This design comes from an exercise in tuning for small area, a short achievable clock period and few clock cycles on the open sky130 flow, not from production work.
Only simulation tests tie the RTL to the original design; equivalence was not proved.
Power is estimated from default activity; no workload was simulated.

**design/flow/flow/run.sh**
```bash
#!/bin/bash
# The standard layout (standard.sh), with two changes to how it is made:
# timing repair aims well below the 14 ns clock (the clock period and the
# constraints stay the design's; only the repair target moves), and the
# port buffers are the smallest buffer cell.
set -euo pipefail
bash standard.sh SETUP_SLACK_MARGIN=8.5 TNS_END_PERCENT=100 \
    'BUFFER_PORTS_ARGS=-buffer_cell sky130_fd_sc_hd__buf_1' finish > standard_finish.log 2>&1
```
**design/flow/standard.sh**
```bash
#!/bin/bash
# synth_recipe.tcl (not shown) runs the flow's synth.tcl, then flattens the netlist and writes it again
# the make line also repeats each setting of config.mk as NAME=value (left out here)
make -C /OpenROAD-flow-scripts/flow DESIGN_CONFIG=/design/flow/config.mk WORK_HOME=/design/flow/orfs CLKGATE_MAP_FILE= SYNTH_SCRIPT=/design/flow/synth_recipe.tcl "${@:-finish}"
```
**design/flow/config.mk**
```make
export PLATFORM = sky130hd
export DESIGN_NAME = can_codec
export DESIGN_NICKNAME = can_codec
export VERILOG_FILES = /design/flow/design.v
export SDC_FILE = /design/flow/constraint.sdc
export NUM_CORES = 4
export LEC_CHECK = 0
export ABC_AREA = 1
export CAP_MARGIN = 20
export CORE_MARGIN = 2
export CORE_UTILIZATION = 40
export SLEW_MARGIN = 20
export SYNTH_HIERARCHICAL = 1
```
**design/flow/constraint.sdc**
```tcl
create_clock -name core_clock -period 14.0 [get_ports {clk}]
set_input_delay 2.8000 -clock core_clock [delete_from_list [all_inputs] [get_ports {clk}]]
set_output_delay 2.8000 -clock core_clock [all_outputs]
set_load 0.01 [all_outputs]
```
**design/flow/design.v**
```verilog
module can_codec (
    input  wire        clk,
    input  wire        rst,           
    input  wire        cmd_valid,
    input  wire [63:0] cmd_word,
    output wire        cmd_ready,
    input  wire        rx_load,
    input  wire [31:0] rx_id,
    input  wire [7:0]  rx_len,
    input  wire [63:0] rx_data,       
    output wire [7:0]  proto,
    output reg         txv,
    output wire [31:0] txf_id,
    output wire [7:0]  txf_len,
    output wire [63:0] txf_data,
    output reg  [31:0] rxf_id,
    output reg  [7:0]  rxf_len,
    output reg  [63:0] rxf_data,
    output wire [7:0]  meas_addr,
    output wire [31:0] meas_v,
    output wire [31:0] meas_i,
    output wire [31:0] meas_t,
    output wire [31:0] meas_s,
    output wire [31:0] meas_c,
    output wire [7:0]  meas_p,
    output wire [7:0]  status
);
    localparam [3:0] ST_IDLE = 4'h0, ST_FRAME = 4'h1, ST_UNSUPPORTED = 4'h2,
                     ST_SELECT_OK = 4'h3, ST_SELECT_REJ = 4'h4, ST_OK = 4'h5,
                     ST_UNKNOWN = 4'h6, ST_INVALID = 4'h7, ST_ILLEGAL = 4'h8;
    localparam integer STEPS = 7;     
    localparam [2:0]   NCYC  = 3'd3;  
    function [7:0] dstep125;    
        input [7:0] t;
        begin
            case (t)
                8'd0: dstep125 = {1'b0, 7'd0};
                8'd1: dstep125 = {1'b0, 7'd1};
                8'd2: dstep125 = {1'b0, 7'd2};
                8'd3: dstep125 = {1'b0, 7'd3};
                8'd4: dstep125 = {1'b0, 7'd4};
                8'd5: dstep125 = {1'b0, 7'd5};
                8'd6: dstep125 = {1'b0, 7'd6};
                8'd7: dstep125 = {1'b0, 7'd7};
                8'd8: dstep125 = {1'b0, 7'd8};
                8'd9: dstep125 = {1'b0, 7'd9};
                8'd10: dstep125 = {1'b0, 7'd10};
                8'd11: dstep125 = {1'b0, 7'd11};
                8'd12: dstep125 = {1'b0, 7'd12};
                8'd13: dstep125 = {1'b0, 7'd13};
                8'd14: dstep125 = {1'b0, 7'd14};
                8'd15: dstep125 = {1'b0, 7'd15};
                8'd16: dstep125 = {1'b0, 7'd16};
                8'd17: dstep125 = {1'b0, 7'd17};
                8'd18: dstep125 = {1'b0, 7'd18};
                8'd19: dstep125 = {1'b0, 7'd19};
                8'd20: dstep125 = {1'b0, 7'd20};
                8'd21: dstep125 = {1'b0, 7'd21};
                8'd22: dstep125 = {1'b0, 7'd22};
                8'd23: dstep125 = {1'b0, 7'd23};
                8'd24: dstep125 = {1'b0, 7'd24};
                8'd25: dstep125 = {1'b0, 7'd25};
                8'd26: dstep125 = {1'b0, 7'd26};
                8'd27: dstep125 = {1'b0, 7'd27};
                8'd28: dstep125 = {1'b0, 7'd28};
                8'd29: dstep125 = {1'b0, 7'd29};
                8'd30: dstep125 = {1'b0, 7'd30};
                8'd31: dstep125 = {1'b0, 7'd31};
                8'd32: dstep125 = {1'b0, 7'd32};
                8'd33: dstep125 = {1'b0, 7'd33};
                8'd34: dstep125 = {1'b0, 7'd34};
                8'd35: dstep125 = {1'b0, 7'd35};
                8'd36: dstep125 = {1'b0, 7'd36};
                8'd37: dstep125 = {1'b0, 7'd37};
                8'd38: dstep125 = {1'b0, 7'd38};
                8'd39: dstep125 = {1'b0, 7'd39};
                8'd40: dstep125 = {1'b0, 7'd40};
                8'd41: dstep125 = {1'b0, 7'd41};
                8'd42: dstep125 = {1'b0, 7'd42};
                8'd43: dstep125 = {1'b0, 7'd43};
                8'd44: dstep125 = {1'b0, 7'd44};
                8'd45: dstep125 = {1'b0, 7'd45};
                8'd46: dstep125 = {1'b0, 7'd46};
                8'd47: dstep125 = {1'b0, 7'd47};
                8'd48: dstep125 = {1'b0, 7'd48};
                8'd49: dstep125 = {1'b0, 7'd49};
                8'd50: dstep125 = {1'b0, 7'd50};
                8'd51: dstep125 = {1'b0, 7'd51};
                8'd52: dstep125 = {1'b0, 7'd52};
                8'd53: dstep125 = {1'b0, 7'd53};
                8'd54: dstep125 = {1'b0, 7'd54};
                8'd55: dstep125 = {1'b0, 7'd55};
                8'd56: dstep125 = {1'b0, 7'd56};
                8'd57: dstep125 = {1'b0, 7'd57};
                8'd58: dstep125 = {1'b0, 7'd58};
                8'd59: dstep125 = {1'b0, 7'd59};
                8'd60: dstep125 = {1'b0, 7'd60};
                8'd61: dstep125 = {1'b0, 7'd61};
                8'd62: dstep125 = {1'b0, 7'd62};
                8'd63: dstep125 = {1'b0, 7'd63};
                8'd64: dstep125 = {1'b0, 7'd64};
                8'd65: dstep125 = {1'b0, 7'd65};
                8'd66: dstep125 = {1'b0, 7'd66};
                8'd67: dstep125 = {1'b0, 7'd67};
                8'd68: dstep125 = {1'b0, 7'd68};
                8'd69: dstep125 = {1'b0, 7'd69};
                8'd70: dstep125 = {1'b0, 7'd70};
                8'd71: dstep125 = {1'b0, 7'd71};
                8'd72: dstep125 = {1'b0, 7'd72};
                8'd73: dstep125 = {1'b0, 7'd73};
                8'd74: dstep125 = {1'b0, 7'd74};
                8'd75: dstep125 = {1'b0, 7'd75};
                8'd76: dstep125 = {1'b0, 7'd76};
                8'd77: dstep125 = {1'b0, 7'd77};
                8'd78: dstep125 = {1'b0, 7'd78};
                8'd79: dstep125 = {1'b0, 7'd79};
                8'd80: dstep125 = {1'b0, 7'd80};
                8'd81: dstep125 = {1'b0, 7'd81};
                8'd82: dstep125 = {1'b0, 7'd82};
                8'd83: dstep125 = {1'b0, 7'd83};
                8'd84: dstep125 = {1'b0, 7'd84};
                8'd85: dstep125 = {1'b0, 7'd85};
                8'd86: dstep125 = {1'b0, 7'd86};
                8'd87: dstep125 = {1'b0, 7'd87};
                8'd88: dstep125 = {1'b0, 7'd88};
                8'd89: dstep125 = {1'b0, 7'd89};
                8'd90: dstep125 = {1'b0, 7'd90};
                8'd91: dstep125 = {1'b0, 7'd91};
                8'd92: dstep125 = {1'b0, 7'd92};
                8'd93: dstep125 = {1'b0, 7'd93};
                8'd94: dstep125 = {1'b0, 7'd94};
                8'd95: dstep125 = {1'b0, 7'd95};
                8'd96: dstep125 = {1'b0, 7'd96};
                8'd97: dstep125 = {1'b0, 7'd97};
                8'd98: dstep125 = {1'b0, 7'd98};
                8'd99: dstep125 = {1'b0, 7'd99};
                8'd100: dstep125 = {1'b0, 7'd100};
                8'd101: dstep125 = {1'b0, 7'd101};
                8'd102: dstep125 = {1'b0, 7'd102};
                8'd103: dstep125 = {1'b0, 7'd103};
                8'd104: dstep125 = {1'b0, 7'd104};
                8'd105: dstep125 = {1'b0, 7'd105};
                8'd106: dstep125 = {1'b0, 7'd106};
                8'd107: dstep125 = {1'b0, 7'd107};
                8'd108: dstep125 = {1'b0, 7'd108};
                8'd109: dstep125 = {1'b0, 7'd109};
                8'd110: dstep125 = {1'b0, 7'd110};
                8'd111: dstep125 = {1'b0, 7'd111};
                8'd112: dstep125 = {1'b0, 7'd112};
                8'd113: dstep125 = {1'b0, 7'd113};
                8'd114: dstep125 = {1'b0, 7'd114};
                8'd115: dstep125 = {1'b0, 7'd115};
                8'd116: dstep125 = {1'b0, 7'd116};
                8'd117: dstep125 = {1'b0, 7'd117};
                8'd118: dstep125 = {1'b0, 7'd118};
                8'd119: dstep125 = {1'b0, 7'd119};
                8'd120: dstep125 = {1'b0, 7'd120};
                8'd121: dstep125 = {1'b0, 7'd121};
                8'd122: dstep125 = {1'b0, 7'd122};
                8'd123: dstep125 = {1'b0, 7'd123};
                8'd124: dstep125 = {1'b0, 7'd124};
                8'd125: dstep125 = {1'b1, 7'd0};
                8'd126: dstep125 = {1'b1, 7'd1};
                8'd127: dstep125 = {1'b1, 7'd2};
                8'd128: dstep125 = {1'b1, 7'd3};
                8'd129: dstep125 = {1'b1, 7'd4};
                8'd130: dstep125 = {1'b1, 7'd5};
                8'd131: dstep125 = {1'b1, 7'd6};
                8'd132: dstep125 = {1'b1, 7'd7};
                8'd133: dstep125 = {1'b1, 7'd8};
                8'd134: dstep125 = {1'b1, 7'd9};
                8'd135: dstep125 = {1'b1, 7'd10};
                8'd136: dstep125 = {1'b1, 7'd11};
                8'd137: dstep125 = {1'b1, 7'd12};
                8'd138: dstep125 = {1'b1, 7'd13};
                8'd139: dstep125 = {1'b1, 7'd14};
                8'd140: dstep125 = {1'b1, 7'd15};
                8'd141: dstep125 = {1'b1, 7'd16};
                8'd142: dstep125 = {1'b1, 7'd17};
                8'd143: dstep125 = {1'b1, 7'd18};
                8'd144: dstep125 = {1'b1, 7'd19};
                8'd145: dstep125 = {1'b1, 7'd20};
                8'd146: dstep125 = {1'b1, 7'd21};
                8'd147: dstep125 = {1'b1, 7'd22};
                8'd148: dstep125 = {1'b1, 7'd23};
                8'd149: dstep125 = {1'b1, 7'd24};
                8'd150: dstep125 = {1'b1, 7'd25};
                8'd151: dstep125 = {1'b1, 7'd26};
                8'd152: dstep125 = {1'b1, 7'd27};
                8'd153: dstep125 = {1'b1, 7'd28};
                8'd154: dstep125 = {1'b1, 7'd29};
                8'd155: dstep125 = {1'b1, 7'd30};
                8'd156: dstep125 = {1'b1, 7'd31};
                8'd157: dstep125 = {1'b1, 7'd32};
                8'd158: dstep125 = {1'b1, 7'd33};
                8'd159: dstep125 = {1'b1, 7'd34};
                8'd160: dstep125 = {1'b1, 7'd35};
                8'd161: dstep125 = {1'b1, 7'd36};
                8'd162: dstep125 = {1'b1, 7'd37};
                8'd163: dstep125 = {1'b1, 7'd38};
                8'd164: dstep125 = {1'b1, 7'd39};
                8'd165: dstep125 = {1'b1, 7'd40};
                8'd166: dstep125 = {1'b1, 7'd41};
                8'd167: dstep125 = {1'b1, 7'd42};
                8'd168: dstep125 = {1'b1, 7'd43};
                8'd169: dstep125 = {1'b1, 7'd44};
                8'd170: dstep125 = {1'b1, 7'd45};
                8'd171: dstep125 = {1'b1, 7'd46};
                8'd172: dstep125 = {1'b1, 7'd47};
                8'd173: dstep125 = {1'b1, 7'd48};
                8'd174: dstep125 = {1'b1, 7'd49};
                8'd175: dstep125 = {1'b1, 7'd50};
                8'd176: dstep125 = {1'b1, 7'd51};
                8'd177: dstep125 = {1'b1, 7'd52};
                8'd178: dstep125 = {1'b1, 7'd53};
                8'd179: dstep125 = {1'b1, 7'd54};
                8'd180: dstep125 = {1'b1, 7'd55};
                8'd181: dstep125 = {1'b1, 7'd56};
                8'd182: dstep125 = {1'b1, 7'd57};
                8'd183: dstep125 = {1'b1, 7'd58};
                8'd184: dstep125 = {1'b1, 7'd59};
                8'd185: dstep125 = {1'b1, 7'd60};
                8'd186: dstep125 = {1'b1, 7'd61};
                8'd187: dstep125 = {1'b1, 7'd62};
                8'd188: dstep125 = {1'b1, 7'd63};
                8'd189: dstep125 = {1'b1, 7'd64};
                8'd190: dstep125 = {1'b1, 7'd65};
                8'd191: dstep125 = {1'b1, 7'd66};
                8'd192: dstep125 = {1'b1, 7'd67};
                8'd193: dstep125 = {1'b1, 7'd68};
                8'd194: dstep125 = {1'b1, 7'd69};
                8'd195: dstep125 = {1'b1, 7'd70};
                8'd196: dstep125 = {1'b1, 7'd71};
                8'd197: dstep125 = {1'b1, 7'd72};
                8'd198: dstep125 = {1'b1, 7'd73};
                8'd199: dstep125 = {1'b1, 7'd74};
                8'd200: dstep125 = {1'b1, 7'd75};
                8'd201: dstep125 = {1'b1, 7'd76};
                8'd202: dstep125 = {1'b1, 7'd77};
                8'd203: dstep125 = {1'b1, 7'd78};
                8'd204: dstep125 = {1'b1, 7'd79};
                8'd205: dstep125 = {1'b1, 7'd80};
                8'd206: dstep125 = {1'b1, 7'd81};
                8'd207: dstep125 = {1'b1, 7'd82};
                8'd208: dstep125 = {1'b1, 7'd83};
                8'd209: dstep125 = {1'b1, 7'd84};
                8'd210: dstep125 = {1'b1, 7'd85};
                8'd211: dstep125 = {1'b1, 7'd86};
                8'd212: dstep125 = {1'b1, 7'd87};
                8'd213: dstep125 = {1'b1, 7'd88};
                8'd214: dstep125 = {1'b1, 7'd89};
                8'd215: dstep125 = {1'b1, 7'd90};
                8'd216: dstep125 = {1'b1, 7'd91};
                8'd217: dstep125 = {1'b1, 7'd92};
                8'd218: dstep125 = {1'b1, 7'd93};
                8'd219: dstep125 = {1'b1, 7'd94};
                8'd220: dstep125 = {1'b1, 7'd95};
                8'd221: dstep125 = {1'b1, 7'd96};
                8'd222: dstep125 = {1'b1, 7'd97};
                8'd223: dstep125 = {1'b1, 7'd98};
                8'd224: dstep125 = {1'b1, 7'd99};
                8'd225: dstep125 = {1'b1, 7'd100};
                8'd226: dstep125 = {1'b1, 7'd101};
                8'd227: dstep125 = {1'b1, 7'd102};
                8'd228: dstep125 = {1'b1, 7'd103};
                8'd229: dstep125 = {1'b1, 7'd104};
                8'd230: dstep125 = {1'b1, 7'd105};
                8'd231: dstep125 = {1'b1, 7'd106};
                8'd232: dstep125 = {1'b1, 7'd107};
                8'd233: dstep125 = {1'b1, 7'd108};
                8'd234: dstep125 = {1'b1, 7'd109};
                8'd235: dstep125 = {1'b1, 7'd110};
                8'd236: dstep125 = {1'b1, 7'd111};
                8'd237: dstep125 = {1'b1, 7'd112};
                8'd238: dstep125 = {1'b1, 7'd113};
                8'd239: dstep125 = {1'b1, 7'd114};
                8'd240: dstep125 = {1'b1, 7'd115};
                8'd241: dstep125 = {1'b1, 7'd116};
                8'd242: dstep125 = {1'b1, 7'd117};
                8'd243: dstep125 = {1'b1, 7'd118};
                8'd244: dstep125 = {1'b1, 7'd119};
                8'd245: dstep125 = {1'b1, 7'd120};
                8'd246: dstep125 = {1'b1, 7'd121};
                8'd247: dstep125 = {1'b1, 7'd122};
                8'd248: dstep125 = {1'b1, 7'd123};
                8'd249: dstep125 = {1'b1, 7'd124};
                8'd250: dstep125 = {1'b1, 7'd125};
                8'd251: dstep125 = {1'b1, 7'd126};
                8'd252: dstep125 = {1'b1, 7'd127};
                8'd253: dstep125 = {1'b1, 7'd0};
                8'd254: dstep125 = {1'b1, 7'd1};
                8'd255: dstep125 = {1'b1, 7'd2};
                default: dstep125 = 8'd0;
            endcase
        end
    endfunction
    function [5:0] dstep25;    
        input [5:0] t;
        begin
            case (t)
                6'd0: dstep25 = {1'b0, 5'd0};
                6'd1: dstep25 = {1'b0, 5'd1};
                6'd2: dstep25 = {1'b0, 5'd2};
                6'd3: dstep25 = {1'b0, 5'd3};
                6'd4: dstep25 = {1'b0, 5'd4};
                6'd5: dstep25 = {1'b0, 5'd5};
                6'd6: dstep25 = {1'b0, 5'd6};
                6'd7: dstep25 = {1'b0, 5'd7};
                6'd8: dstep25 = {1'b0, 5'd8};
                6'd9: dstep25 = {1'b0, 5'd9};
                6'd10: dstep25 = {1'b0, 5'd10};
                6'd11: dstep25 = {1'b0, 5'd11};
                6'd12: dstep25 = {1'b0, 5'd12};
                6'd13: dstep25 = {1'b0, 5'd13};
                6'd14: dstep25 = {1'b0, 5'd14};
                6'd15: dstep25 = {1'b0, 5'd15};
                6'd16: dstep25 = {1'b0, 5'd16};
                6'd17: dstep25 = {1'b0, 5'd17};
                6'd18: dstep25 = {1'b0, 5'd18};
                6'd19: dstep25 = {1'b0, 5'd19};
                6'd20: dstep25 = {1'b0, 5'd20};
                6'd21: dstep25 = {1'b0, 5'd21};
                6'd22: dstep25 = {1'b0, 5'd22};
                6'd23: dstep25 = {1'b0, 5'd23};
                6'd24: dstep25 = {1'b0, 5'd24};
                6'd25: dstep25 = {1'b1, 5'd0};
                6'd26: dstep25 = {1'b1, 5'd1};
                6'd27: dstep25 = {1'b1, 5'd2};
                6'd28: dstep25 = {1'b1, 5'd3};
                6'd29: dstep25 = {1'b1, 5'd4};
                6'd30: dstep25 = {1'b1, 5'd5};
                6'd31: dstep25 = {1'b1, 5'd6};
                6'd32: dstep25 = {1'b1, 5'd7};
                6'd33: dstep25 = {1'b1, 5'd8};
                6'd34: dstep25 = {1'b1, 5'd9};
                6'd35: dstep25 = {1'b1, 5'd10};
                6'd36: dstep25 = {1'b1, 5'd11};
                6'd37: dstep25 = {1'b1, 5'd12};
                6'd38: dstep25 = {1'b1, 5'd13};
                6'd39: dstep25 = {1'b1, 5'd14};
                6'd40: dstep25 = {1'b1, 5'd15};
                6'd41: dstep25 = {1'b1, 5'd16};
                6'd42: dstep25 = {1'b1, 5'd17};
                6'd43: dstep25 = {1'b1, 5'd18};
                6'd44: dstep25 = {1'b1, 5'd19};
                6'd45: dstep25 = {1'b1, 5'd20};
                6'd46: dstep25 = {1'b1, 5'd21};
                6'd47: dstep25 = {1'b1, 5'd22};
                6'd48: dstep25 = {1'b1, 5'd23};
                6'd49: dstep25 = {1'b1, 5'd24};
                6'd50: dstep25 = {1'b1, 5'd25};
                6'd51: dstep25 = {1'b1, 5'd26};
                6'd52: dstep25 = {1'b1, 5'd27};
                6'd53: dstep25 = {1'b1, 5'd28};
                6'd54: dstep25 = {1'b1, 5'd29};
                6'd55: dstep25 = {1'b1, 5'd30};
                6'd56: dstep25 = {1'b1, 5'd31};
                6'd57: dstep25 = {1'b1, 5'd0};
                6'd58: dstep25 = {1'b1, 5'd1};
                6'd59: dstep25 = {1'b1, 5'd2};
                6'd60: dstep25 = {1'b1, 5'd3};
                6'd61: dstep25 = {1'b1, 5'd4};
                6'd62: dstep25 = {1'b1, 5'd5};
                6'd63: dstep25 = {1'b1, 5'd6};
                default: dstep25 = 6'd0;
            endcase
        end
    endfunction
    function [3:0] dstep5;    
        input [3:0] t;
        begin
            case (t)
                4'd0: dstep5 = {1'b0, 3'd0};
                4'd1: dstep5 = {1'b0, 3'd1};
                4'd2: dstep5 = {1'b0, 3'd2};
                4'd3: dstep5 = {1'b0, 3'd3};
                4'd4: dstep5 = {1'b0, 3'd4};
                4'd5: dstep5 = {1'b1, 3'd0};
                4'd6: dstep5 = {1'b1, 3'd1};
                4'd7: dstep5 = {1'b1, 3'd2};
                4'd8: dstep5 = {1'b1, 3'd3};
                4'd9: dstep5 = {1'b1, 3'd4};
                4'd10: dstep5 = {1'b1, 3'd5};
                4'd11: dstep5 = {1'b1, 3'd6};
                4'd12: dstep5 = {1'b1, 3'd7};
                4'd13: dstep5 = {1'b1, 3'd0};
                4'd14: dstep5 = {1'b1, 3'd1};
                4'd15: dstep5 = {1'b1, 3'd2};
                default: dstep5 = 4'd0;
            endcase
        end
    endfunction
    reg        proto_b;               
    reg  [3:0] st;                    
    reg        p_wait;                
    reg  [1:0] s_ph;                  
    reg        sp_hi;                 
    reg        tx_on;                 
    reg        tx_p;                  
    reg  [3:0] tx_k;                  
    reg  [6:0] tx_a;                  
    reg [31:0] tx_body;               
    reg  [5:0] m_p;                   
    reg  [6:0] m_a;
    reg [31:0] m_val;                 
    reg        m_inc;
    reg        dv_ok;                 
    reg  [2:0] dv_cnt;                
    reg  [1:0] dv_d;                  
    reg        dv_t;                  
    reg        dv_neg;                
    reg        dv_z;                  
    reg  [1:0] dv_qh;                 
    reg  [4:0] dv_lz;                 
    reg  [6:0] dv_r;                  
    reg [31:0] dv_q;                  
    assign cmd_ready = !(p_wait || s_ph != 2'd0);
    assign proto     = {7'd0, proto_b};
    assign status    = {4'd0, st};
    wire       acc    = cmd_ready;
    wire       cmd    = acc && cmd_valid;
    wire       load   = acc && rx_load;
    wire [7:0] op     = cmd_word[7:0];
    wire [6:0] a7     = cmd_word[14:8];
    wire [7:0] tag    = cmd_word[23:16];
    wire [31:0] value = cmd_word[63:32];
    wire tx_req = (tx_k < 4'd5);
    reg [15:0] code_b;
    reg [7:0]  code_a;
    always @(*) begin
        case (tx_k)
            4'd0: begin code_a = 8'h62; code_b = 16'h0101; end
            4'd1: begin code_a = 8'h30; code_b = 16'h0102; end
            4'd2: begin code_a = 8'h31; code_b = 16'h0103; end
            4'd3: begin code_a = 8'h32; code_b = 16'h0104; end
            4'd4: begin code_a = 8'h33; code_b = 16'h0105; end
            4'd5: begin code_a = 8'h40; code_b = 16'h0201; end
            4'd6: begin code_a = 8'h41; code_b = 16'h0202; end
            4'd7: begin code_a = 8'h42; code_b = 16'h0203; end
            default: begin code_a = 8'h43; code_b = 16'h0204; end
        endcase
    end
    assign txf_len  = {4'd0, tx_on, 3'd0};
    assign txf_id   = !tx_on ? 32'd0 :
                      tx_p ? (tx_req ? 32'h8180_0000 : 32'h8180_0400) | ({25'd0, tx_a} << 11)
                           : (tx_req ? 32'h8240_0000 : 32'h8240_2000) | ({25'd0, tx_a} << 14);
    assign txf_data[31:0]  = tx_body;
    assign txf_data[63:32] = !tx_on ? 32'd0 :
                             tx_p ? {8'hA5, 8'h5A, code_b} : {8'h12, code_a, 16'h0000};
    assign meas_addr = {1'b0, m_a};
    can_codec_meas u_meas (
        .m_val(m_val), .m_inc(m_inc), .m_p(m_p[5:1]),
        .meas_v(meas_v), .meas_i(meas_i), .meas_t(meas_t), .meas_s(meas_s), .meas_c(meas_c)
    );
    assign meas_p = {2'b00, m_p};
    reg  [3:0] e_k;
    always @(*) begin
        case (op[3:0])
            4'h2: e_k = 4'd0;  4'h3: e_k = 4'd1;  4'h4: e_k = 4'd2;
            4'h5: e_k = 4'd3;  4'h6: e_k = 4'd4;  4'h7: e_k = 4'd5;
            4'h8: e_k = 4'd6;  4'h9, 4'hA, 4'hB: e_k = 4'd7;
            default: e_k = 4'd8;
        endcase
    end
    reg [31:0] e_body;
    always @(*) begin
        case (op[3:0])
            4'h7, 4'h8: e_body = a_body;          
            4'h9:       e_body = 32'h0000_0001;
            4'hA:       e_body = 32'h0000_0002;
            4'hC:       e_body = proto_b ? 32'h55 : 32'h01;
            4'hD:       e_body = proto_b ? 32'hAA : 32'h00;
            default:    e_body = 32'd0;
        endcase
    end
    wire        a_m1000 = !proto_b && (op[3:0] == 4'h7);
    wire [7:0]  a_exp   = value[30:23];
    wire [23:0] a_mt    = {1'b1, value[22:0]};
    wire [7:0]  a_rs    = (a_m1000 ? 8'd148 : 8'd151) - a_exp;
    wire        a_ok    = !value[31] && (a_m1000 ? (a_exp >= 8'd115 && a_exp <= 8'd148)
                                                 : (a_exp >= 8'd118 && a_exp <= 8'd151));
    wire        a_hi    = a_m1000 ? (a_mt >= 24'd8589935) : (a_mt >= 24'd10737419);
    wire [31:0] a_body  = {a_ok, a_rs[5:0], 2'b00, value[22:0]};
    wire [34:0] v_m    = {11'd0, 1'b1, tx_body[22:0]};
    wire        m1000  = !tx_p && (tx_k == 4'd5);   
    wire [34:0] sp_a   = m1000 ? (v_m << 10) : (v_m << 9);
    wire [34:0] sp_b   = m1000 ? ~(v_m << 4) : (v_m << 8);
    wire [34:0] sp_c   = m1000 ? ~(v_m << 3) : (v_m << 5);
    wire [34:0] sp_k   = (m1000 ? 35'd2 : 35'd0) + (sp_hi ? 35'd512 : 35'd256);
    wire [34:0] sp_s1  = sp_a ^ sp_b ^ sp_c;
    wire [34:0] sp_c1  = {(sp_a[33:0] & sp_b[33:0]) | (sp_a[33:0] & sp_c[33:0]) |
                          (sp_b[33:0] & sp_c[33:0]), 1'b0};
    wire [34:0] sp_s2  = sp_s1 ^ sp_c1 ^ sp_k;
    wire [34:0] sp_c2  = {(sp_s1[33:0] & sp_c1[33:0]) | (sp_s1[33:0] & sp_k[33:0]) |
                          (sp_c1[33:0] & sp_k[33:0]), 1'b0};
    wire [34:0] sp     = sp_s2 + sp_c2;
    wire        sp_tie = sp_hi ? (sp[9:0] == 10'd0) : (sp[8:0] == 9'd0);
    wire [24:0] sp_mr  = sp_hi ? {sp[34:11], sp[10] & !sp_tie} : {sp[33:10], sp[9] & !sp_tie};
    wire [31:0] sp_h1  = {tx_body[31:25], sp_mr};
    wire        sp_ov  = tx_body[24];
    wire [6:0]  sp_rs  = {1'b0, tx_body[30:25]} - {6'd0, sp_hi} - {6'd0, sp_ov};
    wire [31:0] sp_x   = {1'b0, 1'b1, sp_ov ? 23'd0 : tx_body[22:0], 7'd0};
    wire        d_match = proto_b ? ((rxf_id & 32'h9FFC_0000) == 32'h8180_0000)
                                  : ((rxf_id & 32'h9FE0_0000) == 32'h8240_0000);
    wire        d_valid = d_match && (rxf_len == 8'd8);
    wire [6:0]  d_addr  = proto_b ? rxf_id[17:11] : rxf_id[20:14];
    wire [7:0]  ca = rxf_data[55:48];
    wire [15:0] cb = rxf_data[47:32];
    wire f_v = proto_b ? (cb == 16'h0101) : (ca == 8'h62);
    wire f_i = proto_b ? (cb == 16'h0102) : (ca == 8'h30);
    wire f_t = proto_b ? (cb == 16'h0103) : (ca == 8'h31);
    wire f_s = proto_b ? (cb == 16'h0104) : (ca == 8'h32);
    wire f_c = proto_b ? (cb == 16'h0105) : (ca == 8'h33);
    wire [2:0] d_f = f_v ? 3'd1 : f_i ? 3'd2 : f_t ? 3'd3 : f_s ? 3'd4 : f_c ? 3'd5 : 3'd0;
    wire [5:0] d_p = {f_c, f_s, f_t, f_i, f_v, 1'b1};
    wire [31:0] raw = rxf_data[31:0];
    wire        sh_sp = (s_ph == 2'd2);
    reg [31:0] nn;
    reg [4:0]  nz;
    integer    k;
    always @(*) begin
        for (k = 0; k < 32; k = k + 1)
            nn[k] = sh_sp ? sp_x[31-k] : raw[k];
        nz[4] = sh_sp ? sp_rs[4] : (nn[31:16] == 16'd0); if (nz[4]) nn = {nn[15:0], 16'd0};
        nz[3] = sh_sp ? sp_rs[3] : (nn[31:24] == 8'd0);  if (nz[3]) nn = {nn[23:0], 8'd0};
        nz[2] = sh_sp ? sp_rs[2] : (nn[31:28] == 4'd0);  if (nz[2]) nn = {nn[27:0], 4'd0};
        nz[1] = sh_sp ? sp_rs[1] : (nn[31:30] == 2'd0);  if (nz[1]) nn = {nn[29:0], 2'd0};
        nz[0] = sh_sp ? sp_rs[0] : (nn[31] == 1'b0);     if (nz[0]) nn = {nn[30:0], 1'b0};
    end
    reg [31:0] sp_y;
    always @(*)
        for (k = 0; k < 32; k = k + 1)
            sp_y[k] = nn[31-k];
    wire [31:0] sp_h2  = (tx_body[31] && sp_rs[6:5] == 2'b00) ? sp_y : 32'd0;
    wire        i_neg = f_t && raw[31];
    wire [1:0]  i_d   = !proto_b ? 2'd0 : (f_c || f_t) ? 2'd2 : 2'd1;
    wire [31:0] i_x   = f_t ? (raw ^ {32{i_neg}}) : nn;
    wire [4:0]  i_th  = i_x[31:27];
    wire [1:0]  i_qh  = (i_th >= 5'd15) ? 2'd3 : (i_th >= 5'd10) ? 2'd2 : (i_th >= 5'd5) ? 2'd1 : 2'd0;
    wire [2:0]  i_rh  = i_th - {i_qh, 2'b00} - {3'd0, i_qh};
    reg  [38:0] i_rq;                 
    always @(*) begin
        case ({f_t, i_d})
            3'b000, 3'b100: i_rq = {1'd0, i_x, 6'd0};           
            3'b001:         i_rq = {3'd0, i_x, 4'd0};           
            3'b110:         i_rq = {4'd0, i_rh, i_x[26:0], 5'd0};  
            default:        i_rq = {5'd0, i_x, 2'd0};           
        endcase
    end
    reg  [6:0]  c125, t125;
    reg  [4:0]  c25, t25;
    reg  [2:0]  c5, t5;
    reg  [STEPS-1:0] q125, q25, q5;
    reg  [7:0]  o125;
    reg  [5:0]  o25;
    reg  [3:0]  o5;
    integer j;
    always @(*) begin
        c125 = dv_r;
        c25  = dv_r[4:0];
        c5   = dv_r[2:0];
        t125 = 7'd0; t25 = 5'd0; t5 = 3'd0;
        for (j = 0; j < STEPS; j = j + 1) begin
            o125 = dstep125({c125, dv_q[31-j]});
            o25  = dstep25({c25, dv_q[31-j]});
            o5   = dstep5({c5, dv_q[31-j]});
            c125 = o125[6:0];  q125[STEPS-1-j] = o125[7];
            c25  = o25[4:0];   q25[STEPS-1-j]  = o25[5];
            c5   = o5[2:0];    q5[STEPS-1-j]   = o5[3];
            if (j == 4) begin
                t125 = c125; t25 = c25; t5 = c5;
            end
        end
    end
    wire [6:0]       s_r = (dv_d == 2'd0) ? c125 : (dv_d == 2'd1) ? {2'd0, c25} : {4'd0, c5};
    wire [STEPS-1:0] s_b = (dv_d == 2'd0) ? q125 : (dv_d == 2'd1) ? q25 : q5;
    wire [31:0]      s_q = {dv_q[31-STEPS:0], s_b};
    wire [6:0]  R     = (dv_d == 2'd0) ? t125 : (dv_d == 2'd1) ? {2'd0, t25} : {4'd0, t5};
    wire [31:0] QL    = {dv_q[26:0], s_b[STEPS-1:STEPS-5]};
    wire [25:0] Q     = QL[25:0];
    wire [5:0]  L     = QL[31:26];
    wire        q_hi  = Q[25];
    wire [22:0] q_m   = q_hi ? Q[24:2] : Q[23:1];
    wire        q_g   = q_hi ? Q[1] : Q[0];
    wire        q_st  = (q_hi & Q[0]) | (R != 7'd0) | (L != 6'd0);
    wire        q_up  = q_g & (q_st | q_m[0]);
    wire [7:0]  q_adj = (dv_d == 2'd0) ? 8'd148 : (dv_d == 2'd1) ? 8'd151 : 8'd154;
    wire [7:0]  q_e   = q_adj + {7'd0, q_hi} - {3'd0, dv_lz};
    wire [31:0] q_fl  = dv_z ? 32'd0 : {1'b0, q_e, q_m};
    wire [27:0] tq    = (dv_d == 2'd0) ? {5'd0, Q[25:3]} : {dv_qh, Q};
    wire        t_e   = (dv_d == 2'd0) ? (Q[2:0] == 3'd7 && R == 7'd124)
                                       : (L[5] && R == 7'd4);
    wire [31:0] q_tm  = {32{dv_neg}} ^ {4'd0, tq};
    wire [31:0] q_res = dv_t ? q_tm : q_fl;
    wire        q_inc = dv_t ? (dv_neg && !t_e) : (q_up && !dv_z);
    wire        dv_fin = dv_ok && (dv_cnt == 3'd0);
    always @(posedge clk) begin
        if (rst) begin
            proto_b <= 1'b0;
            st      <= ST_IDLE;
            p_wait  <= 1'b0;
            s_ph    <= 2'd0;
            txv     <= 1'b0;
            tx_on   <= 1'b0;
            tx_p    <= 1'b0;
            tx_k    <= 4'd0;
            tx_a    <= 7'd0;
            tx_body <= 32'd0;
            m_p     <= 6'd0;
            m_a     <= 7'd0;
            rxf_id  <= 32'd0;
            rxf_len <= 8'd0;
            rxf_data <= 64'd0;
            dv_ok   <= 1'b0;
        end else begin
            if (!dv_ok && !sh_sp) begin
                dv_ok  <= 1'b1;
                dv_cnt <= NCYC;
                dv_d   <= i_d;
                dv_t   <= f_t;
                dv_neg <= i_neg;
                dv_z   <= !nn[31];
                dv_lz  <= nz;
                dv_qh  <= i_qh;
                dv_r   <= i_rq[38:32];
                dv_q   <= i_rq[31:0];
            end else if (dv_cnt != 3'd0) begin
                dv_cnt <= dv_cnt - 3'd1;
                dv_r   <= s_r;
                dv_q   <= s_q;
            end
            if (s_ph == 2'd1) begin
                s_ph    <= 2'd2;
                tx_body <= sp_h1;
            end
            if (s_ph == 2'd2) begin
                s_ph    <= 2'd0;
                tx_body <= sp_h2;
            end
            if (p_wait && dv_fin) begin
                p_wait <= 1'b0;
                st     <= ST_OK;
                m_p    <= d_p;
                m_a    <= d_addr;
                m_val  <= q_res;
                m_inc  <= q_inc;
            end
            if (load) begin
                rxf_id   <= rx_id;
                rxf_len  <= rx_len;
                rxf_data <= rx_data;
                dv_ok    <= 1'b0;
            end
            if (cmd) begin
                case (op)
                    8'h01: begin
                        if (tag[7:1] == 7'd0) begin
                            proto_b <= tag[0];
                            st      <= ST_SELECT_OK;
                            dv_ok   <= 1'b0;
                        end else begin
                            st      <= ST_SELECT_REJ;
                        end
                    end
                    8'h02, 8'h03, 8'h04, 8'h05, 8'h06, 8'h07, 8'h08,
                    8'h09, 8'h0A, 8'h0C, 8'h0D: begin
                        tx_on   <= 1'b1;
                        tx_p    <= proto_b;
                        tx_k    <= e_k;
                        tx_a    <= a7;
                        tx_body <= e_body;
                        txv     <= 1'b1;
                        st      <= ST_FRAME;
                        s_ph    <= {1'b0, (op[3:1] == 3'b011) || (op[3:0] == 4'h8)};
                        sp_hi   <= a_hi;
                    end
                    8'h0B: begin
                        if (proto_b) begin
                            tx_on   <= 1'b1;
                            tx_p    <= 1'b1;
                            tx_k    <= 4'd7;
                            tx_a    <= a7;
                            tx_body <= 32'd0;
                            txv     <= 1'b1;
                            st      <= ST_FRAME;
                        end else begin
                            txv     <= 1'b0;
                            st      <= ST_UNSUPPORTED;
                        end
                    end
                    8'h0E: begin
                        m_p <= 6'd0;
                        m_a <= 7'd0;
                        if (!d_valid) begin
                            st <= ST_INVALID;
                        end else begin
                            if (!proto_b)
                                rxf_data[47:32] <= 16'h0000;
                            if (d_f == 3'd0) begin
                                st <= ST_UNKNOWN;
                            end else if (f_s) begin
                                st    <= ST_OK;
                                m_p   <= 6'h11;
                                m_a   <= d_addr;
                                m_val <= raw;
                                m_inc <= 1'b0;
                            end else if (dv_fin) begin
                                st    <= ST_OK;
                                m_p   <= d_p;
                                m_a   <= d_addr;
                                m_val <= q_res;
                                m_inc <= q_inc;
                            end else begin
                                p_wait <= 1'b1;
                            end
                        end
                    end
                    default: st <= ST_ILLEGAL;
                endcase
            end
        end
    end
endmodule
module can_codec_meas (
    input  wire [31:0] m_val,
    input  wire        m_inc,
    input  wire [4:0]  m_p,
    output wire [31:0] meas_v,
    output wire [31:0] meas_i,
    output wire [31:0] meas_t,
    output wire [31:0] meas_s,
    output wire [31:0] meas_c
);
    wire [31:0] m_out = m_val + {31'd0, m_inc};
    assign meas_v = m_p[0] ? m_out : 32'd0;
    assign meas_i = m_p[1] ? m_out : 32'd0;
    assign meas_t = m_p[2] ? m_out : 32'd0;
    assign meas_s = m_p[3] ? m_out : 32'd0;
    assign meas_c = m_p[4] ? m_out : 32'd0;
endmodule
```
==> results of run 1 <==
[synthesized netlist by cell type (21+ instances only)]
master and n:
a21oi_1 292, a221oi_1 21, a32o_1 27, buf_4 70, clkbuf_1 156, dfxtp_1 191, edfxtp_1 88, fa_1 26
ha_1 164, inv_1 511, inv_2 25, nand2_1 1013, nand2_2 54, nand3_1 276, nand4_1 24, nor2_1 514
nor3_1 52, nor4_1 22, o211ai_1 58, o21ai_0 438, o21ai_1 48, o221ai_1 41, o22ai_1 31, or2_2 27
xnor2_1 36, xor2_1 25
[through the flow]
stage	area [sq um]	power (mW)	util, %	cells
detailed placement	30500	4.90	43.8	5750
global placement	30500	4.87	43.8	5750
floorplan	28300	4.01	-	4514
global route	34700	7.51	49.8	6008
finish	34700	6.93	49.8	6011
CTS	33000	6.14	47.3	5902
[Yosys stat by module (local to each module, per instance)]
module,cells inside,flops+latches
can_codec,4064,279
can_codec_meas,399,0
[how the worst max path moves through the flow]
stage / from / to / slack [ps] / cells after the start
final: sp_hi$_DFFE_PP_ / flip-flop / 7030 / 46
after floorplan: sp_hi$_DFFE_PP_ / flip-flop / 8230 / 47
after CTS: sp_hi$_DFFE_PP_ / flip-flop / 7530 / 48
after detailed placement: sp_hi$_DFFE_PP_ / flip-flop / 5690 / 47
after global placement: sp_hi$_DFFE_PP_ / flip-flop / 5740 / 47
after global routing: sp_hi$_DFFE_PP_ / flip-flop / 6830 / 48
[layout make-up]
class                           count  area share [%]
Clock buffer                       46            2.85
Multi-Input combinational cell   3429            57.3
Tap cell                          940            3.39
Timing Repair Buffer              742            10.9
Clock inverter                     17           0.617
Inverter                          548            6.13
Sequential cell                   279            18.7
Antenna cell                       10          0.0722
[sequential cells by signal (all words and copies together), names as in the netlist, 3 cells and up, named ones only]
| register | count |
|---|---|
| m_p | 6 |
| dv_q | 32 |
| tx_a | 7 |
| rxf_data | 64 |
| dv_lz | 5 |
| m_a | 7 |
| m_val | 32 |
| st | 4 |
| tx_k | 4 |
| tx_body | 32 |
| rxf_len | 8 |
| dv_cnt | 3 |
| rxf_id | 32 |
| dv_r | 7 |
[routing by layer]
layer / global-route usage (%) / wire, microns / vias up
met5: 0 / 11 / -
met4: 15.8 / 6590 / 2
met3: 7.84 / 12700 / 289
met2: 49.1 / 54600 / 1658
met1: 43.3 / 51400 / 15700
li1: - / - / 15900
[cell usage in the layout, fill, tap and decap left out, drive strengths merged, types with 21 or more instances in the layout]
cell	count
nand2	1085
buf	737
nor2	543
inv	540
o21ai	493
a21oi	296
nand3	296
dfxtp	191
ha	164
edfxtp	88
o211ai	58
conb	52
nor3	52
clkbuf	50
o221ai	41
xnor2	36
o22ai	32
or2	28
a32o	27
fa	26
xor2	25
nand4	24
nor4	22
a221oi	21
[worst max-delay path, delay by kind of cell (launching register included)]
kind | cells | cell delay (ps)
DFF | 1 | 430
AOI/OAI and AO/OA | 4 | 640
buffers and inverters | 12 | 1220
adders and majority gates | 4 | 1380
and+or+nand+nor | 26 | 3150
[logic make-up after synthesis]
logic type | after synthesis
AOI/OAI and AO/OA | 1054
DFF | 279
other | 1
adders and majority gates | 190
buffers and inverters | 814
and+or+nand+nor | 2053
muxes | 11
xor gates and xnor gates | 61
[repair_timing]
item / CTS / global route
pin swaps: 62 / 118
setup endpoints to repair: 142 / 149
gates cloned: 9 / 1
buffers inserted: 80 / 98
resized for setup: 175 / 249
hold buffers: 0 / 0
[power by group through the flow]
stage	clock network, mW	logic (mW)	registers (mW)
final	0.978	4.92	1.03
after detailed placement	0	3.85	1.05
after global routing	1.01	5.47	1.04
after global placement	0	3.82	1.05
after floorplan	0	3.00	1.01
after CTS	0.981	4.14	1.02
==> results.py, run 1 <==
metrics = {
    "floorplan": {
        "boundaryPins": 574,
        "fp.dieW_microns": 269,
        "start_util_pct": 40.3,
        "fp-row-count": 97,
        "dieArea_sq_mm": 0.0722,
        "die-height_microns": 269,
        "core_area_sq_mm": 0.0697,
    },
    "layout": {
        "final-seq-area_sq_mm": 0.00647,
        "n_fill_cell": 7302,
        "area_growth_pct": 23.6,
        "drive_gt1_share_pct": 15.0,
        "final_nets": 5397,
        "multiInputGateArea_sq_mm": 0.0199,
    },
    "route": {
        "first_iter_violations": 3608,
        "dr.pass1.iters": 6,
        "wire_per_inst_microns": 20.9,
        "vias_per_cell": 5.58,
        "vias": 33500,
        "wirelength_mm": 125,
        "drc_errors": 0,
        "ant_nets": 0,
    },
    "global_routing": {
        "grt.overflow.total": 0,
        "grt_usage_pct": 32.5,
        "antenna_found_initial": 10,
        "grt_first_pass_wirelength_mm": 180,
        "grt_pass1_vias": 29300,
        "grt_max_degree": 79,
    },
    "critical_path": {
        "worstSetupPathType": "flip-flop to flip-flop",
        "cp.required_ps": 14460,
        "critPathMaxStageDelay_ps": 530,
        "crit_path_top_delay_cell": "fa_1",
        "arrival_ps": 7430,
        "crit_top_cell": "buf_4",
        "worstSetupStartpointType": "flip-flop",
        "crit_fanout": 8,
        "worstReg2RegStart": "sp_hi$_DFFE_PP_",
        "rrSetupSlack_ps": 7030,
        "reg2reg_depth": 46,
        "cp-end-kind": "flip-flop",
    },
    "yosys": {
        "synthArstFlopShare_pct": 0,
        "ys_types": 66,
        "yosys.area_share.simple_pct": 31.4,
        "syn_avg_cell_area_sq_um": 6.28,
        "ys_top_cells_by_area": "dfxtp_1, nand2_1, edfxtp_1",
        "ys_warn_count": 7,
        "synth.largest_area_cell": "dfxtp_1",
        "syn_inst": 4463,
        "synth_top_area_share_pct": 13.6,
        "synthFlopType": "dfxtp_1",
        "synth_top_family_by_area": "simple AND/OR/NAND/NOR gates",
        "synth-seq-cells": 279,
        "syn_area_sq_mm": 0.0280,
        "synth_edf_count": 88,
        "synthXorXnorAreaFrac_pct": 1.90,
        "yosysSeqAreaShare_pct": 23.1,
        "synthMuxAreaShare_pct": 0.393,
        "synthAdderAreaFrac_pct": 9.17,
        "synth_compound_area_share_pct": 21.9,
    },
    "sta": {
        "fin_crit_sh_pct": 49.8,
        "rsz0062_at_grt": "yes",
        "maxSlewViolCount": 0,
        "max_slew_margin_pct": 22.7,
        "whs_ps": 465,
        "clock_skew_ps": 14.8,
        "fin_tns_setup_ps": 0,
        "final.min_clock_period_ps": 6970,
        "worst_slack_ps": 7030,
        "setup_viol": 0,
        "worst_pin_slew_ps": 1160,
        "timing.fmax_mhz": 144,
        "hold_violations": 0,
    },
    "hold_path": {
        "worstHoldStart": "rxf_data[58]$_SDFFE_PP0P_",
        "hp-class": "flip-flop to flip-flop",
        "whs_endpoint": "rxf_data[58]$_SDFFE_PP0P_",
        "holdPathStages": 2,
    },
    "clock_network": {
        "cts_num_sinks": 279,
        "cts_buffers": 35,
        "cts_tree": "done",
        "worst_skew_pair.late_latency_ps": 580,
        "clockBufferDepth": 3,
        "root_buffer": "clkbuf_16",
        "htreeDepth": 2,
        "clk_pin_slew_ps": 60,
    },
    "pwr": {
        "p_clk_share_pct": 14.1,
        "pwr-share-seq_pct": 14.8,
        "vdd.ir_drop.worst_uv": 227,
        "p_int_mw": 3.23,
        "p_per_area_mw_per_mm2": 200,
        "switchingPower_mw": 3.69,
        "comb_power_share_pct": 71.1,
        "switching_share_pct": 53.3,
        "p_leak_nw": 15.1,
    },
    "placed_design": {
        "numPortBuffers": 512,
        "post-place-ws_ps": 5690,
        "hpwl_mm": 94.0,
        "gp_congestion": 1.00,
    },
    "status": {
        "status": "finished clean",
    },
    "job": {
        "maxCapViolations": 0,
    },
}
Testbench counts, summed over its fixed seeds: cycles 20,831.
==> inputs of run 2 (changes only) <==
--- a/design/flow/design.v
+++ b/design/flow/design.v
@@ -30,5 +30,4 @@
                      ST_UNKNOWN = 4'h6, ST_INVALID = 4'h7, ST_ILLEGAL = 4'h8;
     localparam integer STEPS = 7;     
-    localparam [2:0]   NCYC  = 3'd3;  
     function [7:0] dstep125;    
         input [7:0] t;
@@ -391,4 +390,5 @@
         end
     endfunction
+    localparam [2:0]   NCYC  = 3'd3;  
     reg        proto_b;               
     reg  [3:0] st;                    
@@ -412,4 +412,7 @@
     reg        dv_z;                  
     reg  [1:0] dv_qh;                 
+    reg  [4:0] ld_lz;
+    reg        fd_t;                  
+    reg  [1:0] fd_d;                  
     reg  [4:0] dv_lz;                 
     reg  [6:0] dv_r;                  
@@ -477,15 +480,14 @@
     wire [7:0]  a_exp   = value[30:23];
     wire [23:0] a_mt    = {1'b1, value[22:0]};
-    wire [7:0]  a_rs    = (a_m1000 ? 8'd148 : 8'd151) - a_exp;
-    wire        a_ok    = !value[31] && (a_m1000 ? (a_exp >= 8'd115 && a_exp <= 8'd148)
-                                                 : (a_exp >= 8'd118 && a_exp <= 8'd151));
     wire        a_hi    = a_m1000 ? (a_mt >= 24'd8589935) : (a_mt >= 24'd10737419);
+    wire [8:0]  a_rs    = {1'b0, a_m1000 ? 8'd148 : 8'd151} - {1'b0, a_exp} - {8'd0, a_hi};
+    wire        a_ok    = !value[31] && (a_rs <= 9'd33);
     wire [31:0] a_body  = {a_ok, a_rs[5:0], 2'b00, value[22:0]};
-    wire [34:0] v_m    = {11'd0, 1'b1, tx_body[22:0]};
     wire        m1000  = !tx_p && (tx_k == 4'd5);   
-    wire [34:0] sp_a   = m1000 ? (v_m << 10) : (v_m << 9);
-    wire [34:0] sp_b   = m1000 ? ~(v_m << 4) : (v_m << 8);
+    wire [34:0] v_m    = {11'd0, 1'b1, tx_body[22:0]};
+    wire [34:0] sp_a   = v_m << 10;
+    wire [34:0] sp_b   = m1000 ? ~(v_m << 4) : ~(v_m << 8);
     wire [34:0] sp_c   = m1000 ? ~(v_m << 3) : (v_m << 5);
-    wire [34:0] sp_k   = (m1000 ? 35'd2 : 35'd0) + (sp_hi ? 35'd512 : 35'd256);
+    wire [34:0] sp_k   = (m1000 ? 35'd2 : 35'd1) + (sp_hi ? 35'd512 : 35'd256);
     wire [34:0] sp_s1  = sp_a ^ sp_b ^ sp_c;
     wire [34:0] sp_c1  = {(sp_a[33:0] & sp_b[33:0]) | (sp_a[33:0] & sp_c[33:0]) |
@@ -499,6 +501,7 @@
     wire [31:0] sp_h1  = {tx_body[31:25], sp_mr};
     wire        sp_ov  = tx_body[24];
-    wire [6:0]  sp_rs  = {1'b0, tx_body[30:25]} - {6'd0, sp_hi} - {6'd0, sp_ov};
-    wire [31:0] sp_x   = {1'b0, 1'b1, sp_ov ? 23'd0 : tx_body[22:0], 7'd0};
+    wire [5:0]  sp_rs  = tx_body[30:25];
+    wire [31:0] sp_x   = sp_ov ? 32'h8000_0000 : {2'b01, tx_body[22:0], 7'd0};
+    wire        sp_v   = tx_body[31] && !sp_rs[5] && !(sp_ov && sp_rs == 6'd0);
     wire        d_match = proto_b ? ((rxf_id & 32'h9FFC_0000) == 32'h8180_0000)
                                   : ((rxf_id & 32'h9FE0_0000) == 32'h8240_0000);
@@ -516,24 +519,24 @@
     wire [31:0] raw = rxf_data[31:0];
     wire        sh_sp = (s_ph == 2'd2);
-    reg [31:0] nn;
-    reg [4:0]  nz;
-    integer    k;
+    wire [4:0]  nz     = sh_sp ? sp_rs[4:0] : ld_lz;
+    reg  [31:0] nn;
+    integer     k;
     always @(*) begin
         for (k = 0; k < 32; k = k + 1)
             nn[k] = sh_sp ? sp_x[31-k] : raw[k];
-        nz[4] = sh_sp ? sp_rs[4] : (nn[31:16] == 16'd0); if (nz[4]) nn = {nn[15:0], 16'd0};
-        nz[3] = sh_sp ? sp_rs[3] : (nn[31:24] == 8'd0);  if (nz[3]) nn = {nn[23:0], 8'd0};
-        nz[2] = sh_sp ? sp_rs[2] : (nn[31:28] == 4'd0);  if (nz[2]) nn = {nn[27:0], 4'd0};
-        nz[1] = sh_sp ? sp_rs[1] : (nn[31:30] == 2'd0);  if (nz[1]) nn = {nn[29:0], 2'd0};
-        nz[0] = sh_sp ? sp_rs[0] : (nn[31] == 1'b0);     if (nz[0]) nn = {nn[30:0], 1'b0};
+        if (nz[4]) nn = {nn[15:0], 16'd0};
+        if (nz[3]) nn = {nn[23:0], 8'd0};
+        if (nz[2]) nn = {nn[27:0], 4'd0};
+        if (nz[1]) nn = {nn[29:0], 2'd0};
+        if (nz[0]) nn = {nn[30:0], 1'b0};
     end
-    reg [31:0] sp_y;
+    reg  [31:0] sp_y;
     always @(*)
         for (k = 0; k < 32; k = k + 1)
             sp_y[k] = nn[31-k];
-    wire [31:0] sp_h2  = (tx_body[31] && sp_rs[6:5] == 2'b00) ? sp_y : 32'd0;
-    wire        i_neg = f_t && raw[31];
-    wire [1:0]  i_d   = !proto_b ? 2'd0 : (f_c || f_t) ? 2'd2 : 2'd1;
-    wire [31:0] i_x   = f_t ? (raw ^ {32{i_neg}}) : nn;
+    wire [31:0] sp_h2  = sp_v ? sp_y : 32'd0;
+    wire        i_neg = fd_t && raw[31];
+    wire [1:0]  i_d   = fd_d;
+    wire [31:0] i_x   = fd_t ? (raw ^ {32{i_neg}}) : nn;
     wire [4:0]  i_th  = i_x[31:27];
     wire [1:0]  i_qh  = (i_th >= 5'd15) ? 2'd3 : (i_th >= 5'd10) ? 2'd2 : (i_th >= 5'd5) ? 2'd1 : 2'd0;
@@ -541,5 +544,5 @@
     reg  [38:0] i_rq;                 
     always @(*) begin
-        case ({f_t, i_d})
+        case ({fd_t, i_d})
             3'b000, 3'b100: i_rq = {1'd0, i_x, 6'd0};           
             3'b001:         i_rq = {3'd0, i_x, 4'd0};           
@@ -573,7 +576,7 @@
         end
     end
-    wire [6:0]       s_r = (dv_d == 2'd0) ? c125 : (dv_d == 2'd1) ? {2'd0, c25} : {4'd0, c5};
     wire [STEPS-1:0] s_b = (dv_d == 2'd0) ? q125 : (dv_d == 2'd1) ? q25 : q5;
-    wire [31:0]      s_q = {dv_q[31-STEPS:0], s_b};
+    wire [6:0]  s_r   = (dv_d == 2'd0) ? c125 : (dv_d == 2'd1) ? {2'd0, c25} : {4'd0, c5};
+    wire [31:0] s_q   = {dv_q[31-STEPS:0], s_b};
     wire [6:0]  R     = (dv_d == 2'd0) ? t125 : (dv_d == 2'd1) ? {2'd0, t25} : {4'd0, t5};
     wire [31:0] QL    = {dv_q[26:0], s_b[STEPS-1:STEPS-5]};
@@ -595,4 +598,20 @@
     wire        q_inc = dv_t ? (dv_neg && !t_e) : (q_up && !dv_z);
     wire        dv_fin = dv_ok && (dv_cnt == 3'd0);
+    wire [31:0] lx  = rx_data[31:0];
+    wire        lz4 = (lx[31:16] == 16'd0);
+    wire [15:0] ly1 = lz4 ? lx[15:0] : lx[31:16];
+    wire        lz3 = (ly1[15:8] == 8'd0);
+    wire [7:0]  ly2 = lz3 ? ly1[7:0] : ly1[15:8];
+    wire        lz2 = (ly2[7:4] == 4'd0);
+    wire [3:0]  ly3 = lz2 ? ly2[3:0] : ly2[7:4];
+    wire        lz1 = (ly3[3:2] == 2'd0);
+    wire [1:0]  ly4 = lz1 ? ly3[1:0] : ly3[3:2];
+    wire [4:0]  l_lz = {lz4, lz3, lz2, lz1, !ly4[1]};
+    wire        n_p  = cmd ? tag[0] : proto_b;
+    wire [7:0]  n_ca = cmd ? rxf_data[55:48] : rx_data[55:48];
+    wire [15:0] n_cb = cmd ? rxf_data[47:32] : rx_data[47:32];
+    wire        n_t  = n_p ? (n_cb == 16'h0103) : (n_ca == 8'h31);
+    wire        n_c  = n_p ? (n_cb == 16'h0105) : (n_ca == 8'h33);
+    wire [1:0]  n_d  = !n_p ? 2'd0 : (n_t || n_c) ? 2'd2 : 2'd1;
     always @(posedge clk) begin
         if (rst) begin
@@ -613,4 +632,7 @@
             rxf_data <= 64'd0;
             dv_ok   <= 1'b0;
+            ld_lz   <= 5'd0;
+            fd_t    <= 1'b0;
+            fd_d    <= 2'd0;
         end else begin
             if (!dv_ok && !sh_sp) begin
@@ -618,8 +640,8 @@
                 dv_cnt <= NCYC;
                 dv_d   <= i_d;
-                dv_t   <= f_t;
+                dv_t   <= fd_t;
                 dv_neg <= i_neg;
                 dv_z   <= !nn[31];
-                dv_lz  <= nz;
+                dv_lz  <= ld_lz;
                 dv_qh  <= i_qh;
                 dv_r   <= i_rq[38:32];
@@ -651,4 +673,7 @@
                 rxf_data <= rx_data;
                 dv_ok    <= 1'b0;
+                ld_lz    <= l_lz;
+                fd_t     <= n_t;
+                fd_d     <= n_d;
             end
             if (cmd) begin
@@ -659,4 +684,6 @@
                             st      <= ST_SELECT_OK;
                             dv_ok   <= 1'b0;
+                            fd_t    <= n_t;
+                            fd_d    <= n_d;
                         end else begin
                             st      <= ST_SELECT_REJ;
==> run 2 against run 1 <==
  * Die area is 0.41% lower
  * Maximum frequency increased by 23%
  * Via count decreased by 1.2%
  * Synthesized area fell by 0.41%
  * Flip-flop and latch count grew 8
  * Clock-buffer cell count down 1
  * Cell area down 0.56%
  * Power shrank 10%
  * Sequential share of layout area up 0.57 points
  * Highest routed layer unchanged
==> results.py, run 2 <==
metrics = {
    "critical_path": {
        "worstReg2RegStart": "dv_q[31]$_DFFE_PP_",
        "reg2reg_depth": 55,
        "crit_top_cell": "nand2_2",
        "cp.required_ps": 14450,
        "cp-end-kind": "flip-flop",
        "critPathMaxStageDelay_ps": 440,
        "arrival_ps": 6100,
        "crit_fanout": 4,
        "worstSetupPathType": "flip-flop to flip-flop",
        "worstSetupStartpointType": "flip-flop",
        "rrSetupSlack_ps": 8350,
        "crit_path_top_delay_cell": "edfxtp_1",
    },
    "job": {
        "maxCapViolations": 0,
    },
    "hold_path": {
        "holdPathStages": 2,
        "whs_endpoint": "rxf_data[57]$_SDFFE_PP0P_",
        "hp-class": "flip-flop to flip-flop",
        "worstHoldStart": "rxf_data[57]$_SDFFE_PP0P_",
    },
    "layout": {
        "largest_reg_flops": 64,
        "layout.cells.non_filler": 5933,
        "final_nets": 5333,
        "area_growth_pct": 23.4,
        "top_register": "rxf_data",
        "final_cell_mix": "nand2_1, buf_1, nor2_1",
        "drive_gt1_share_pct": 14.9,
        "finish.instance_area_sq_mm": 0.0345,
        "final_common_cell": "nand2_1",
    },
    "clock_network": {
        "cts_num_sinks": 287,
        "cts_tree": "done",
        "hold_buffers": 0,
        "htreeDepth": 2,
        "root_buffer": "clkbuf_16",
        "cts_buffers": 35,
        "clockBufferDepth": 3,
        "worst_skew_pair.late_latency_ps": 580,
        "clk_pin_slew_ps": 60,
    },
    "floorplan": {
        "fp.dieW_microns": 268,
        "dieArea_sq_mm": 0.0720,
        "fp-row-count": 96,
        "die-height_microns": 268,
        "boundaryPins": 574,
        "start_util_pct": 40.6,
        "core_area_sq_mm": 0.0688,
    },
    "route": {
        "dr.pass1.iters": 7,
        "first_iter_violations": 3901,
        "wire_per_inst_microns": 20.7,
        "ant_nets": 0,
        "wirelength_mm": 123,
        "drc_errors": 0,
        "vias_per_cell": 5.58,
        "vias": 33100,
    },
    "sta": {
        "setup_viol": 0,
        "fin_tns_setup_ps": 0,
        "fin_crit_sh_pct": 40.3,
        "clock_skew_ps": 32.4,
        "final.min_clock_period_ps": 5650,
        "max_slew_margin_pct": 27.7,
        "maxSlewViolCount": 0,
        "timing.fmax_mhz": 177,
        "rsz0062_at_grt": "yes",
        "worst_pin_slew_ps": 1080,
        "hold_violations": 0,
    },
    "placed_design": {
        "dp.cells": 5687,
        "hpwl_mm": 92.6,
        "dpl-instance-area_sq_mm": 0.0303,
        "gp_congestion": 0.997,
        "numPortBuffers": 512,
    },
    "yosys": {
        "synth_commonest_cells": "nand2_1, nor2_1, inv_1",
        "yosysSeqAreaShare_pct": 23.7,
        "synth_top_area_share_pct": 14.5,
        "synth.largest_area_cell": "nand2_1",
        "syn_area_sq_mm": 0.0279,
        "synth-seq-cells": 287,
        "syn_inst": 4411,
        "synthFlopType": "dfxtp_1",
        "syn_avg_cell_area_sq_um": 6.33,
        "synth_most_common_cell": "nand2_1",
        "ys_types": 71,
        "ys_warn_count": 7,
        "synthArstFlopShare_pct": 0,
        "ys_top_cells_by_area": "nand2_1, dfxtp_1, edfxtp_1",
        "synth_edf_count": 88,
    },
    "global_routing": {
        "grt_pass1_vias": 28700,
        "grt_first_pass_wirelength_mm": 176,
        "antenna_found_initial": 14,
        "grt.overflow.total": 0,
        "grt_max_degree": 85,
        "grt_usage_pct": 31.8,
    },
    "pwr": {
        "vdd.ir_drop.worst_uv": 246,
        "p_leak_nw": 14.6,
        "p_per_area_mw_per_mm2": 181,
    },
    "status": {
        "status": "finished clean",
    },
}
-- run 2: cell types whose count changed in the layout (fill, tap and decap cells not counted), sizes merged, moves of 15 or more --
cell    before   now
a21oi      296   278
a31oi       11    27
a32o        27     5
buf        737   710
inv        540   505
nand2     1085  1137
nand3      296   224
nor2       543   520
nor3        52    37
o21ai      493   464
o221ai      41    15
o22ai       32    64
-- run 2: timing repair --
action,4_1_cts,5_1_grt
pin swaps,91,150
cloned,7,3
setup endpoints to repair,113,77
gates resized for setup,198,241
buffers inserted,83,76
-- run 2: worst max-delay path by stage --
stage	endpoint	slack, ps	cells past startpoint	from
floorplan	tx_body[31]$_SDFF_PP0_	8410	14	cmd_word[33]
global placement	flip-flop	6600	33	s_ph[1]$_SDFF_PP0_
detailed placement	flip-flop	6550	33	s_ph[1]$_SDFF_PP0_
CTS	flip-flop	8400	14	rst
global route	flip-flop	7980	53	dv_q[31]$_DFFE_PP_
finish	flip-flop	8350	55	dv_q[31]$_DFFE_PP_
-- run 2: metal layers --
metal | up-vias | track usage (%) | routed length, microns
li1 | 15700 | - | -
met1 | 15400 | 44.9 | 52100
met2 | 1717 | 47.1 | 52600
met3 | 257 | 6.40 | 13000
met4 | 8 | 12.9 | 5170
met5 | - | 0 | 58
-- run 2: final cells by class --
type                            count  area (sq um)
Antenna cell                       13          32.5
Tap cell                          931          1160
Clock inverter                     18           199
Timing Repair Buffer              719          3710
Multi-Input combinational cell   3397         19700
Inverter                          520          2040
Timing Repair inverter              3          15.0
Fill cell                        7160         34400
Clock buffer                       45           993
Sequential cell                   287          6640
-- run 2: critical path: cells and delay by family, from the launching register on --
| kind | cells | cell delay, ps |
|---|---|---|
| AOI/OAI and AO/OA | 1 | 130 |
| DFF | 1 | 440 |
| buffers and inverters | 9 | 720 |
| adders and majority gates | 4 | 800 |
| and+or+nand+nor | 41 | 3410 |
-- run 2: cells by family (layout without fill, tap and decap cells) --
kind of cell / Yosys count / after routing / synth area share [%]
adders and majority gates: 198 / 198 / 9.60
xor gates and xnor gates: 69 / 69 / 2.16
muxes: 15 / 15 / 0.538
and+or+nand+nor: 2009 / 2010 / 30.6
other: 1 / 65 / 0.0134
DFF: 287 / 287 / 23.7
AOI/OAI and AO/OA: 1053 / 1053 / 21.8
buffers and inverters: 779 / 1305 / 11.5
-- run 2: Yosys stat by module, one instance, submodules excluded --
module          flops+latches  cell area (sq um)
can_codec_meas              0               1650
can_codec                 287              26300
-- run 2: metrics by stage --
stage / hold WS [ps] / utilization (%) / worst slack, ps / power, mW
floorplan: 406 / - / 8410 / 3.48
global placement: 453 / 44.0 / 6600 / 4.17
detailed placement: 458 / 44.0 / 6550 / 4.19
CTS: 467 / 47.9 / 8400 / 5.57
global route: 484 / 50.1 / 7980 / 6.70
finish: 469 / 50.1 / 8350 / 6.23
-- run 2: power breakdown --
part | switching (mW) | leakage (nW) | internal (mW) | total [mW]
clock | 0.410 | 0.587 | 0.561 | 0.971
combinational | 2.68 | 11.5 | 1.54 | 4.23
sequential | 0.0906 | 2.50 | 0.942 | 1.03
Testbench counts of run 2, summed over its fixed seeds: cycles 20,831.

[re-timing with driven ports]
In the flow no input, the clock included, has a driving cell. The finished layouts below were timed again as built, in two steps.
Step 1 (the two cells are an assumption about what drives the block):
set clk [get_ports {clk}]
set_driving_cell -lib_cell sky130_fd_sc_hd__clkbuf_16 $clk
set_driving_cell -lib_cell sky130_fd_sc_hd__buf_2 [delete_from_list [all_inputs] $clk]
Step 2, shift: input delay + t, output delay - t, t = (earliest + latest rising clock arrival at the registers) / 2. This alone moves slack from input paths to output paths.
Three values: ideal ports, drivers, drivers and shift; two values: the first two.
| run | shift t [ns] | slack for setup (ns) | worst setup path at the end | latest minus earliest clock arrival (ns) | worst data-port slew with drivers (ns) |
|---|---|---|---|---|---|
| run 1 | 0.622 | 7.034 / 7.034 / 7.034 | register to register | 0.015 / 0.014 | 0.14 |
| run 2 | 0.618 | 8.354 / 8.354 / 7.873 | input to register | 0.033 / 0.032 | 0.14 |
After both steps every run listed still meets setup and hold. The setup slack of run 2, which loses most, moves by 0.000 ns with the drivers and by -0.481 ns with both steps.
